What follows belongs to an exercise in optimizing a design on an open flow for small area, a short achievable clock period and few clock cycles per item; a production flow would make more cautious choices. RTL that was checked went through simulation tests only; none was proved equivalent to the original. Power and IR drop assume default switching activity.

==> trial 65: inputs <==
==> flow/design.v (excerpt) <==
module apt_link (
    input  wire        clk,
    input  wire        rst,           
    input  wire        cmd_valid,
    output wire        cmd_ready,
    input  wire [47:0] cmd_word,
    output reg         rsp_valid,
    output reg  [7:0]  rsp_cmd,
    output reg  [3:0]  rsp_err,
    output reg  [63:0] rsp_data,
    input  wire        rx_valid,
    output wire        rx_ready,
    input  wire [7:0]  rx_data,
    output wire        tx_valid,
    input  wire        tx_ready,
    output wire [7:0]  tx_data
);
    localparam [7:0] MAX_PAYLOAD = 8'd32;
    localparam KA_THRESH = 20;
    localparam N_KA      = 4;
    localparam [15:0] OP_KEEPALIVE      = 16'h0492;
    localparam [15:0] OP_MOVE_COMPLETED = 16'h0464;
    localparam [15:0] OP_MOVE_HOMED     = 16'h0444;
    localparam [7:0] C_NOP = 8'h00, C_RESET = 8'h01, C_OPEN = 8'h02, C_CLOSE = 8'h03,
                     C_KA_SET = 8'h04, C_KA_CLR = 8'h05, C_LOOKUP = 8'h06, C_ENCODE = 8'h07,
                     C_TXB_CLEAR = 8'h08, C_TXB_PUSH = 8'h09, C_WRITE = 8'h0A, C_READ = 8'h0B,
                     C_ABORT = 8'h0C, C_DECODE = 8'h0D, C_RXB_GET = 8'h0E, C_DSTATUS = 8'h0F,
                     C_REG_READ = 8'h10, C_EV_CLEAR = 8'h11, C_WARN_CLEAR = 8'h12;
    localparam [3:0] E_OK = 4'd0, E_UNKNOWN = 4'd1, E_INVOPC = 4'd2, E_MALFORMED = 4'd3,
                     E_INCOMPLETE = 4'd4, E_ABORTED = 4'd5, E_NOT_OPEN = 4'd6, E_POISONED = 4'd7,
                     E_BUSY = 4'd8, E_ILLEGAL = 4'd9, E_TXLEN = 4'd10, E_BAD_SLOT = 4'd11,
                     E_BAD_INDEX = 4'd12, E_TX_OVF = 4'd13, E_FAULTED = 4'd14;
    localparam [1:0] EM_RUN = 2'd0, EM_COPY = 2'd1, EM_RESTORE = 2'd2;
    localparam [1:0] WP_KA = 2'd0, WP_HDR = 2'd1, WP_PAY = 2'd2;
    reg        ex_v;               
    reg [47:0] cq;                 
    reg [4:0]  cq_ra;              
    reg        r2_v;               
    reg [7:0]  r2_cmd;
    reg        link_open, poisoned, fault, busy;
    reg [7:0]  ka_count;
    reg [7:0]  host_addr;
    reg [N_KA-1:0] ka_valid;
    reg [7:0]  ka_addr [0:N_KA-1];
    reg [15:0] exp_opcode;
    reg [7:0]  exp_src;
    reg        exp_any;
    reg        res_valid, res_has_payload;
    reg [7:0]  res_hdr [0:5];
    reg [7:0]  res_len;
    reg [7:0]  rp0 [0:7];          
    reg [7:0]  rp1 [0:7];
  ...
Settings: LEC_CHECK=0, ABC_CLOCK_PERIOD_IN_PS=4000, CAP_MARGIN=20, CORE_MARGIN=2, CORE_UTILIZATION=30, SETUP_SLACK_MARGIN=5, SLEW_MARGIN=20; clock period 10.0 ns.
run.sh (not shown) runs the stock make flow with config.mk's settings and CLKGATE_MAP_FILE= SYNTH_SCRIPT=/design/flow/synth_recipe.tcl, a recipe that flattens the netlist after the stock synthesis.
==> inputs of build 3, as changes to trial 65 <==
--- a/flow/design.v
+++ b/flow/design.v
@@ -28,16 +28,17 @@
                      C_REG_READ = 8'h10, C_EV_CLEAR = 8'h11, C_WARN_CLEAR = 8'h12;
     localparam [3:0] E_OK = 4'd0, E_UNKNOWN = 4'd1, E_INVOPC = 4'd2, E_MALFORMED = 4'd3,
                      E_INCOMPLETE = 4'd4, E_ABORTED = 4'd5, E_NOT_OPEN = 4'd6, E_POISONED = 4'd7,
                      E_BUSY = 4'd8, E_ILLEGAL = 4'd9, E_TXLEN = 4'd10, E_BAD_SLOT = 4'd11,
                      E_BAD_INDEX = 4'd12, E_TX_OVF = 4'd13, E_FAULTED = 4'd14;
     localparam [1:0] EM_RUN = 2'd0, EM_COPY = 2'd1, EM_RESTORE = 2'd2;
     localparam [1:0] WP_KA = 2'd0, WP_HDR = 2'd1, WP_PAY = 2'd2;
     reg        ex_v;               
+    reg        ex_fast;            
     reg [47:0] cq;                 
     reg [4:0]  cq_ra;              
     reg        r2_v;               
     reg [7:0]  r2_cmd;
     reg        link_open, poisoned, fault, busy;
     reg [7:0]  ka_count;
     reg [7:0]  host_addr;
     reg [N_KA-1:0] ka_valid;
@@ -86,51 +87,60 @@
     reg [2:0]  w_nka;
     reg [8:0]  w_need;
     integer i;
     assign cmd_ready = !ex_v && !w_act && !dec_act && (em == EM_RUN) && !r2_v && !want_r;
     assign rx_ready  = rx_ready_r;
     assign tx_valid  = tx_valid_r;
     assign tx_data   = tx_data_r;
     wire accept = cmd_valid && cmd_ready;
+    wire [7:0] in_code = cmd_word[47:40];
+    wire in_z_hi = (cmd_word[39:8] == 32'd0);
+    wire in_z_lo = (cmd_word[7:0] == 8'd0);
+    wire fast_ok = !fault && !busy && in_z_hi &&
+                   ((((in_code == C_TXB_CLEAR) || (in_code == C_NOP)) && in_z_lo) ||
+                    ((in_code == C_TXB_PUSH) && (tx_len != MAX_PAYLOAD)));
+    wire fast_acc = accept && fast_ok;
     wire push   = rx_valid && rx_ready_r;
     wire tq_pop = tx_valid_r && tx_ready;
     wire [7:0]  c_cmd  = cq[47:40];
     wire [15:0] c_opc  = cq[39:24];
     wire [7:0]  c_p1   = cq[23:16];
     wire [7:0]  c_p2   = cq[15:8];
     wire [7:0]  c_dst  = cq[7:0];
     wire [7:0]  c_b    = cq[7:0];
     wire [7:0]  c_slot = cq[15:8];
     wire [15:0] c_idx  = cq[15:0];
     wire [7:0]  c_off  = cq[15:8];
     wire [7:0]  c_len  = cq[7:0];
     wire [1:0]  c_sel  = cq[9:8];
     wire [7:0]  c_mask = cq[7:0];
-    reg c_legal;
-    always @* begin
-        case (c_cmd)
+    function legal_of(input [47:0] w);
+        case (w[47:40])
             C_NOP, C_RESET, C_CLOSE, C_TXB_CLEAR, C_ABORT, C_DECODE, C_WARN_CLEAR:
-                c_legal = (cq[39:0] == 40'd0);
+                legal_of = (w[39:0] == 40'd0);
             C_ENCODE, C_WRITE:
-                c_legal = 1'b1;
+                legal_of = 1'b1;
             C_READ:
-                c_legal = (cq[15:9] == 7'd0) && (cq[7:0] == 8'd0);
+                legal_of = (w[15:9] == 7'd0) && (w[7:0] == 8'd0);
             C_OPEN, C_TXB_PUSH, C_REG_READ:
-                c_legal = (cq[39:8] == 32'd0);
+                legal_of = (w[39:8] == 32'd0);
             C_KA_SET, C_LOOKUP, C_RXB_GET, C_DSTATUS:
-                c_legal = (cq[39:16] == 24'd0);
+                legal_of = (w[39:16] == 24'd0);
             C_KA_CLR:
-                c_legal = (cq[39:16] == 24'd0) && (cq[7:0] == 8'd0);
+                legal_of = (w[39:16] == 24'd0) && (w[7:0] == 8'd0);
             C_EV_CLEAR:
-                c_legal = (cq[39:10] == 30'd0);
+                legal_of = (w[39:10] == 30'd0);
             default:
-                c_legal = 1'b0;
+                legal_of = 1'b0;
         endcase
-    end
+    endfunction
+    reg c_legal;                   
+    reg opc_valid;                 
+    reg len_ok;                    
     function [15:0] table_opcode(input [3:0] idx);
         case (idx)
             4'd0:  table_opcode = 16'h0453;
             4'd1:  table_opcode = 16'h0443;
             4'd2:  table_opcode = 16'h0464;
             4'd3:  table_opcode = 16'h0491;
             4'd4:  table_opcode = 16'h0413;
             4'd5:  table_opcode = 16'h0490;
@@ -141,22 +151,22 @@
             4'd10: table_opcode = 16'h0414;
             4'd11: table_opcode = 16'h0415;
             4'd12: table_opcode = 16'h0210;
             4'd13: table_opcode = 16'h0211;
             4'd14: table_opcode = 16'h0212;
             default: table_opcode = 16'h0000;
         endcase
     endfunction
-    reg opc_valid;
+    reg in_opc_valid;
     always @* begin
-        opc_valid = 1'b0;
+        in_opc_valid = 1'b0;
         for (i = 0; i < 15; i = i + 1)
-            if (table_opcode(i[3:0]) == c_opc)
-                opc_valid = 1'b1;
+            if (table_opcode(i[3:0]) == cmd_word[39:24])
+                in_opc_valid = 1'b1;
     end
     reg        reg_ok;
     reg [31:0] reg_val;
     always @* begin
         reg_ok  = 1'b1;
         reg_val = 32'd0;
         case (c_b)
             8'h00: reg_val = {20'd0, last_err, 1'b0, (rx_cnt != 7'd0), (tq_cnt != 7'd0),
@@ -202,50 +212,70 @@
     wire [12:0] sflags = {sw[31], sw[24], sw[14], sw[13], sw[12], sw[10], sw[9],
                           sw[7], sw[6], sw[5], sw[4], sw[1], sw[0]};
     wire        hdr_ok = (hk == 3'd6);
     wire [15:0] f_opc  = {hdr[1], hdr[0]};
     wire [7:0]  f_src  = hdr[5];
     wire        f_long = hdr[4][7];
     wire [7:0]  f_plen = f_long ? hdr[2] : 8'd0;
     wire [8:0]  f_len  = 9'd6 + {1'b0, f_plen};
-    wire        f_complete = hdr_ok && ({2'd0, rx_cnt} >= f_len);
+    reg         hv;
+    reg  [7:0]  plen_r;
+    reg  [8:0]  flen_r;
+    always @(posedge clk) begin
+        hv     <= hdr_ok;
+        plen_r <= f_plen;
+        flen_r <= f_len;
+    end
+    wire        hvv = hv && hdr_ok;
+    wire        f_complete = hvv && ({2'd0, rx_cnt} >= flen_r);
     wire f_match = (f_opc == exp_opcode) && (exp_any || (f_src == exp_src));
     reg [N_KA-1:0] f_slots;
     always @* begin
         for (i = 0; i < N_KA; i = i + 1)
             f_slots[i] = ka_valid[i] && (ka_addr[i] == f_src);
     end
     wire f_unsol = ((f_opc == OP_MOVE_COMPLETED) || (f_opc == OP_MOVE_HOMED)) &&
                    (f_slots != {N_KA{1'b0}}) && (exp_any || (f_src != exp_src));
-    wire pl_done = ({2'd0, j} == f_plen);
-    wire rd_match = busy && hdr_ok && f_match && (em == EM_RUN) && !dec_act;
-    wire live     = rd_match && !pl_done && (rx_cnt == (7'd6 + {1'b0, j}));
-    wire want     = rd_match && !pl_done && f_complete;
+    wire pl_done_c = ({2'd0, j} == f_plen);      
+    wire pl_done   = ({2'd0, j} == plen_r);      
+    wire rd_match = busy && f_match && (em == EM_RUN) && !dec_act;
+    wire live     = rd_match && hdr_ok && !pl_done_c && (rx_cnt == (7'd6 + {1'b0, j}));
+    wire want     = rd_match && hvv && !pl_done && f_complete;
     wire eng_free = !ex_v && !r2_v;        
-    wire do_commit = hdr_ok && (em == EM_RUN) && eng_free && pl_done &&
+    wire do_commit = hvv && (em == EM_RUN) && eng_free && pl_done &&
                      ((busy && f_match) || (dec_act && f_complete));
-    wire do_drop   = busy && hdr_ok && !f_match && f_complete && (em == EM_RUN) &&
+    wire do_drop   = busy && hvv && !f_match && f_complete && (em == EM_RUN) &&
                      eng_free && !dec_act;
-    wire do_decinc = dec_act && hdr_ok && !f_complete && (em == EM_RUN);
+    wire do_decinc = dec_act && hvv && !f_complete && (em == EM_RUN);
     wire start_copy = (em == EM_RUN) && !ex_v && !r2_v &&
-                      ((want && want_r) || (dec_act && hdr_ok && f_complete && !pl_done));
+                      ((want && want_r) || (dec_act && hvv && f_complete && !pl_done));
     wire pop = do_commit || do_drop;
     wire [7:0] rx_rd = rxf[fptr];
     wire cap_fifo = !hdr_ok && ({4'd0, hk} < rx_cnt);
     wire cap0     = !hdr_ok && (cap_fifo || push);
     wire cap1     = !hdr_ok && (hk != 3'd5) && push && (rx_cnt == {4'd0, hk} + 7'd1);
     wire [7:0] cap0_b = cap_fifo ? rx_rd : rx_data;
-    wire       burst_now = (ka_count > KA_THRESH);
-    wire [2:0] nvalid    = {2'd0, ka_valid[0]} + {2'd0, ka_valid[1]} +
-                           {2'd0, ka_valid[2]} + {2'd0, ka_valid[3]};
-    wire [2:0] nka_now   = burst_now ? nvalid : 3'd0;
-    wire [8:0] need_now  = ({6'd0, nka_now} * 9'd6) + 9'd6 + {1'b0, tx_len};
-    wire       fits_now  = ({2'd0, tq_cnt} + need_now) <= 9'd64;
-    wire       fits_w    = ({2'd0, tq_cnt} + w_need) <= 9'd64;
+    wire       burst_c = (ka_count > KA_THRESH);
+    wire [2:0] nvalid  = {2'd0, ka_valid[0]} + {2'd0, ka_valid[1]} +
+                         {2'd0, ka_valid[2]} + {2'd0, ka_valid[3]};
+    wire [2:0] nka_c   = burst_c ? nvalid : 3'd0;
+    wire [8:0] need_c  = ({6'd0, nka_c} * 9'd6) + 9'd6 + {1'b0, tx_len};
+    reg        burst_now, w_ka0_r;
+    reg  [2:0] nka_now;
+    reg  [8:0] need_now;
+    reg        fits_now;           
+    always @(posedge clk) begin
+        burst_now <= burst_c;
+        w_ka0_r   <= burst_c && (ka_valid != 4'd0);
+        nka_now   <= nka_c;
+        need_now  <= need_c;
+        fits_now  <= ({2'd0, tq_cnt} + (w_act ? w_need : need_c)) <= 9'd64;
+    end
+    wire       fits_w = fits_now;
     wire [1:0] w_slot = w_mask[0] ? 2'd0 : w_mask[1] ? 2'd1 : w_mask[2] ? 2'd2 : 2'd3;
     wire [3:0] w_mask_nx = w_mask & ~(4'd1 << w_slot);
     wire [7:0] tp_byte = tx_pay[w_i[4:0]];
     reg [7:0] w_byte;
     always @* begin
         case (w_ph)
             WP_KA: case (w_b)
                       3'd0: w_byte = OP_KEEPALIVE[7:0];
@@ -264,19 +294,19 @@
                       default: w_byte = host_addr;
                   endcase
             default: w_byte = tp_byte;
         endcase
     end
     wire w_step = w_act && !(w_hold && !fits_w);
     wire w_last = (w_ph == WP_PAY) ? ({2'd0, w_i} + 8'd1 == tx_len)
                                    : ((w_ph == WP_HDR) && (w_b == 3'd5) && (tx_len == 8'd0));
-    wire w_ka0   = burst_now && (ka_valid != 4'd0);
+    wire w_ka0   = w_ka0_r;
     wire wr_ok   = ex_v && (c_cmd == C_WRITE) && !fault && !busy && link_open && !poisoned &&
-                   opc_valid && (c_dst[7] ? (tx_len == c_p1) : (tx_len == 8'd0));
+                   opc_valid && len_ok;
     wire wr_push0 = wr_ok && fits_now;
     wire       tq_push  = w_step || wr_push0;
     wire [7:0] tq_pbyte = w_act ? w_byte : (w_ka0 ? OP_KEEPALIVE[7:0] : c_opc[7:0]);
     task rec_err(input [3:0] e, input [7:0] c);
         begin
             if (e != E_OK && e != E_FAULTED) begin
                 last_err     <= e;
                 last_err_cmd <= c;
@@ -335,31 +365,31 @@
             case (a[1:0])
                 2'd0: rp0[a[4:2]] <= d;
                 2'd1: rp1[a[4:2]] <= d;
                 2'd2: rp2[a[4:2]] <= d;
                 default: rp3[a[4:2]] <= d;
             endcase
         end
     endtask
-    wire [6:0] rx_popn   = pop ? f_len[6:0] : 7'd0;
+    wire [6:0] rx_popn   = pop ? flen_r[6:0] : 7'd0;
     wire [6:0] rx_cnt_m  = rx_cnt - rx_popn;
     wire [6:0] rx_cnt_p  = rx_cnt_m + 7'd1;
     wire [5:0] pbase     = rx_head + 6'd6;
     wire [5:0] j_eff     = j + {5'd0, live && push};
     always @(posedge clk) begin
         rsp_valid <= 1'b0;
         if (push) begin
             rxf[rx_tail] <= live ? win0 : rx_data;
             rx_tail      <= rx_tail + 6'd1;
         end
         rx_cnt     <= push ? rx_cnt_p : rx_cnt_m;
         rx_ready_r <= link_open && ((rx_cnt + {6'd0, push}) < 7'd64);
         if (pop)
-            rx_head <= rx_head + f_len[5:0];
+            rx_head <= rx_head + flen_r[5:0];
         want_r <= want;
         if (!hdr_ok) begin
             if (cap0) hdr[hk] <= cap0_b;
             if (cap1) hdr[hk + 3'd1] <= rx_data;
             hk   <= hk + {2'd0, cap0} + {2'd0, cap1};
             fptr <= fptr + {5'd0, cap0} + {5'd0, cap1};
         end else begin
             case (em)
@@ -375,45 +405,45 @@
                     res_len         <= f_plen;
                     res_valid       <= 1'b1;
                     busy            <= 1'b0;
                     dec_act         <= 1'b0;
                     respond(dec_act ? C_DECODE : C_READ, E_OK,
                             {7'd0, f_long, f_plen, hdr[5], hdr[4], hdr[3], hdr[2], hdr[1], hdr[0]});
                     hk   <= 3'd0;
                     j    <= 6'd0;
-                    fptr <= rx_head + f_len[5:0];
+                    fptr <= rx_head + flen_r[5:0];
                 end else if (do_drop) begin
                     if (f_unsol) begin
                         for (i = 0; i < N_KA; i = i + 1) begin
                             if (f_slots[i] && f_opc == OP_MOVE_COMPLETED) ev_done[i]  <= 1'b1;
                             if (f_slots[i] && f_opc == OP_MOVE_HOMED)     ev_homed[i] <= 1'b1;
                         end
                     end else begin
                         if (warn_count != 16'hFFFF)
                             warn_count <= warn_count + 16'd1;
                         last_warn_opcode <= f_opc;
                         last_warn_src    <= f_src;
                     end
                     hk   <= 3'd0;
                     j    <= 6'd0;
-                    fptr <= rx_head + f_len[5:0];
+                    fptr <= rx_head + flen_r[5:0];
                 end else if (do_decinc) begin
                     dec_act <= 1'b0;
                     rec_err(E_INCOMPLETE, C_DECODE);
                     respond(C_DECODE, E_INCOMPLETE, 64'd0);
                 end else if (start_copy) begin
                     em <= EM_COPY;
                 end
             end
             EM_COPY: begin
                 rp_write(j[4:0], rx_rd);
                 j    <= j + 6'd1;
                 fptr <= fptr + 6'd1;
-                if ({2'd0, j} + 8'd1 == f_plen)
+                if ({2'd0, j} + 8'd1 == plen_r)
                     em <= EM_RUN;
             end
             default: begin       
                 rp_write(j[4:0], rx_rd);
                 j    <= j + 6'd1;
                 fptr <= fptr + 6'd1;
                 if (j + 6'd1 == rcount) begin
                     em   <= EM_RUN;
@@ -436,17 +466,17 @@
             end else if (tq_push) begin
                 tx_data_r  <= tq_pbyte;
                 tx_valid_r <= 1'b1;
                 tq_head    <= tq_head + 6'd1;
             end else
                 tx_valid_r <= 1'b0;
         end else
             tq_rc <= tq_rc + {6'd0, tq_push};
-        tq_cnt <= tq_cnt + {6'd0, tq_push} - {6'd0, tq_pop};
+        tq_cnt <= tq_pop ? (tq_cnt + {6'd0, tq_push} - 7'd1) : (tq_cnt + {6'd0, tq_push});
         if (w_step) begin
             w_hold <= 1'b0;
             if (w_last) begin
                 w_act    <= 1'b0;
                 ka_count <= w_burst ? 8'd1 : ka_count + 8'd1;
                 tx_len   <= 8'd0;
                 respond(C_WRITE, E_OK, {32'd0, 7'd0, w_need, 13'd0, w_nka});
             end
@@ -468,22 +498,33 @@
                 end
                 default: w_i <= w_i + 6'd1;
             endcase
         end
         if (r2_v) begin
             r2_v <= 1'b0;
             respond(r2_cmd, E_OK, 64'd0);
         end
-        ex_v <= accept;
+        ex_v    <= accept;
+        ex_fast <= fast_acc;
         if (accept) begin
             cq    <= cmd_word;
+            c_legal   <= legal_of(cmd_word);
+            opc_valid <= in_opc_valid;
+            len_ok    <= cmd_word[7] ? (tx_len == cmd_word[23:16]) : (tx_len == 8'd0);
             cq_ra <= (cmd_word[47:40] == C_DSTATUS) ? cmd_word[12:8] : cmd_word[4:0];
         end
-        if (ex_v) begin
+        if (ex_v && ex_fast) begin
+            if (c_cmd == C_TXB_CLEAR)
+                tx_len <= 8'd0;
+            else if (c_cmd == C_TXB_PUSH) begin
+                tx_pay[tx_len[4:0]] <= c_b;
+                tx_len <= tx_len + 8'd1;
+            end
+        end else if (ex_v) begin
             if (fault && !(c_legal && (c_cmd == C_RESET || c_cmd == C_REG_READ)))
                 fail(E_FAULTED);
             else if (busy && !(c_legal && (c_cmd == C_RESET || c_cmd == C_REG_READ ||
                                            c_cmd == C_ABORT)))
                 fail(E_BUSY);
             else if (!c_legal)
                 fail(E_ILLEGAL);
             else begin
@@ -566,17 +607,17 @@
                 end
                 C_WRITE: begin
                     if (!link_open)
                         fail(E_NOT_OPEN);
                     else if (poisoned)
                         fail(E_POISONED);
                     else if (!opc_valid)
                         fail(E_INVOPC);
-                    else if (c_dst[7] ? (tx_len != c_p1) : (tx_len != 8'd0))
+                    else if (!len_ok)
                         fail(E_TXLEN);
                     else begin
                         w_act   <= 1'b1;
                         w_burst <= burst_now;
                         w_nka   <= nka_now;
                         w_need  <= need_now;
                         w_mask  <= burst_now ? ka_valid : 4'd0;
                         w_ph    <= w_ka0 ? WP_KA : WP_HDR;
@@ -663,21 +704,28 @@
                     last_warn_opcode <= 16'd0;
                     last_warn_src    <= 8'd0;
                     respond(c_cmd, E_OK, 64'd0);
                 end
                 default: fail(E_ILLEGAL);
                 endcase
             end
         end
+        if (fast_acc) begin
+            rsp_valid <= 1'b1;
+            rsp_cmd   <= in_code;
+            rsp_err   <= E_OK;
+            rsp_data  <= 64'd0;
+        end
         if (rst) begin
             apply_reset;
             flush_rx;
             flush_tx;
             ex_v       <= 1'b0;
+            ex_fast    <= 1'b0;
             r2_v       <= 1'b0;
             w_act      <= 1'b0;
             want_r     <= 1'b0;
             rx_ready_r <= 1'b0;
             rsp_valid  <= 1'b0;
             rsp_cmd    <= 8'd0;
             rsp_err    <= 4'd0;
             rsp_data   <= 64'd0;
==> flow/config.mk (replaced) <==
export PLATFORM = sky130hd
export DESIGN_NAME = apt_link
export DESIGN_NICKNAME = apt_link
export VERILOG_FILES = /design/flow/design.v
export SDC_FILE = /design/flow/constraint.sdc
export NUM_CORES = 4
export LEC_CHECK = 0
export ABC_CLOCK_PERIOD_IN_PS = 4000
export CAP_MARGIN = 20
export CORE_MARGIN = 2
export CORE_UTILIZATION = 55
export SETUP_SLACK_MARGIN = 5
export SLEW_MARGIN = 20
==> comparison <==
- Trial 65 completed without violations. Build 3 produced a clean layout.
- Against build 3, the area after synthesis of trial 65 is lower by 0.86%.
- Against trial 65, the die area of build 3 is smaller by 45%.
- Of trial 65 and build 3, build 3 has the higher global-route usage (gap 15 points).
- Against trial 65, the cell area of build 3 is smaller by 3.4%.
- Against trial 65, the wire length of build 3 is smaller by about 3.4%.
- Against build 3, the register-to-register slack of trial 65 is lower by 1.2 ns.
==> figures <==
quantity	trial 65	build 3
WL met2	137700 um	137400 um
R2R depth	31	11
Achievable frequency	157.3 MHz	194.0 MHz
Half-perimeter wire length of the detailed placement result	207600 um	203000 um
Routability congestion estimate from global placement	0.9718	1.048
Last element of the critical path	tq_cnt[6]	rp3[7][3]
Non-clock inverter total of the final layout	120	119
Slew margin rel.	19.18%	20.96%
Run status	timing/DRC/antenna clean	timing/DRC/antenna clean
Final antenna diode count	8	0
Sequential group share of total power	48.3%	49.5%
Clock group total power	8.14 mW	8.00 mW
Sequential portion of the cell area	53.88%	56.49%
Testbench counts of build 3, summed over its fixed seeds: cycles 55,569, items 1,200.
For trial 65, only the layout was checked, not whether the RTL still works.

-- afterwards: timing with drivers on the ports --
No port has a modelled driver above. Below, the same layouts with a new extraction and two added sets of constraints.
Step 1, drivers: a clkbuf_16 drives clk and a buf_2 each remaining input, both assumed.
Step 2 adds t to the input delays and takes it off the output delays; t is the mean of the earliest and latest rising clock arrival at the registers after step 1. Input paths then give back, and output paths get back, about the clock's delay inside the block.
a / b / c = no drivers / after step 1 / after step 2; a / b = the first two.
run	shift t [ns]	slack for setup (ns)	worst setup path at the end	cell pins on the clock port's net
trial 65	0.988	3.644 / 3.644 / 3.644	register to register	1
build 3	0.940	4.845 / 4.845 / 4.376	input to register	1
After both steps every run listed still meets setup and hold. For build 3, which loses most, drivers alone change the setup slack by 0.000 ns; drivers and shift together by -0.469 ns.
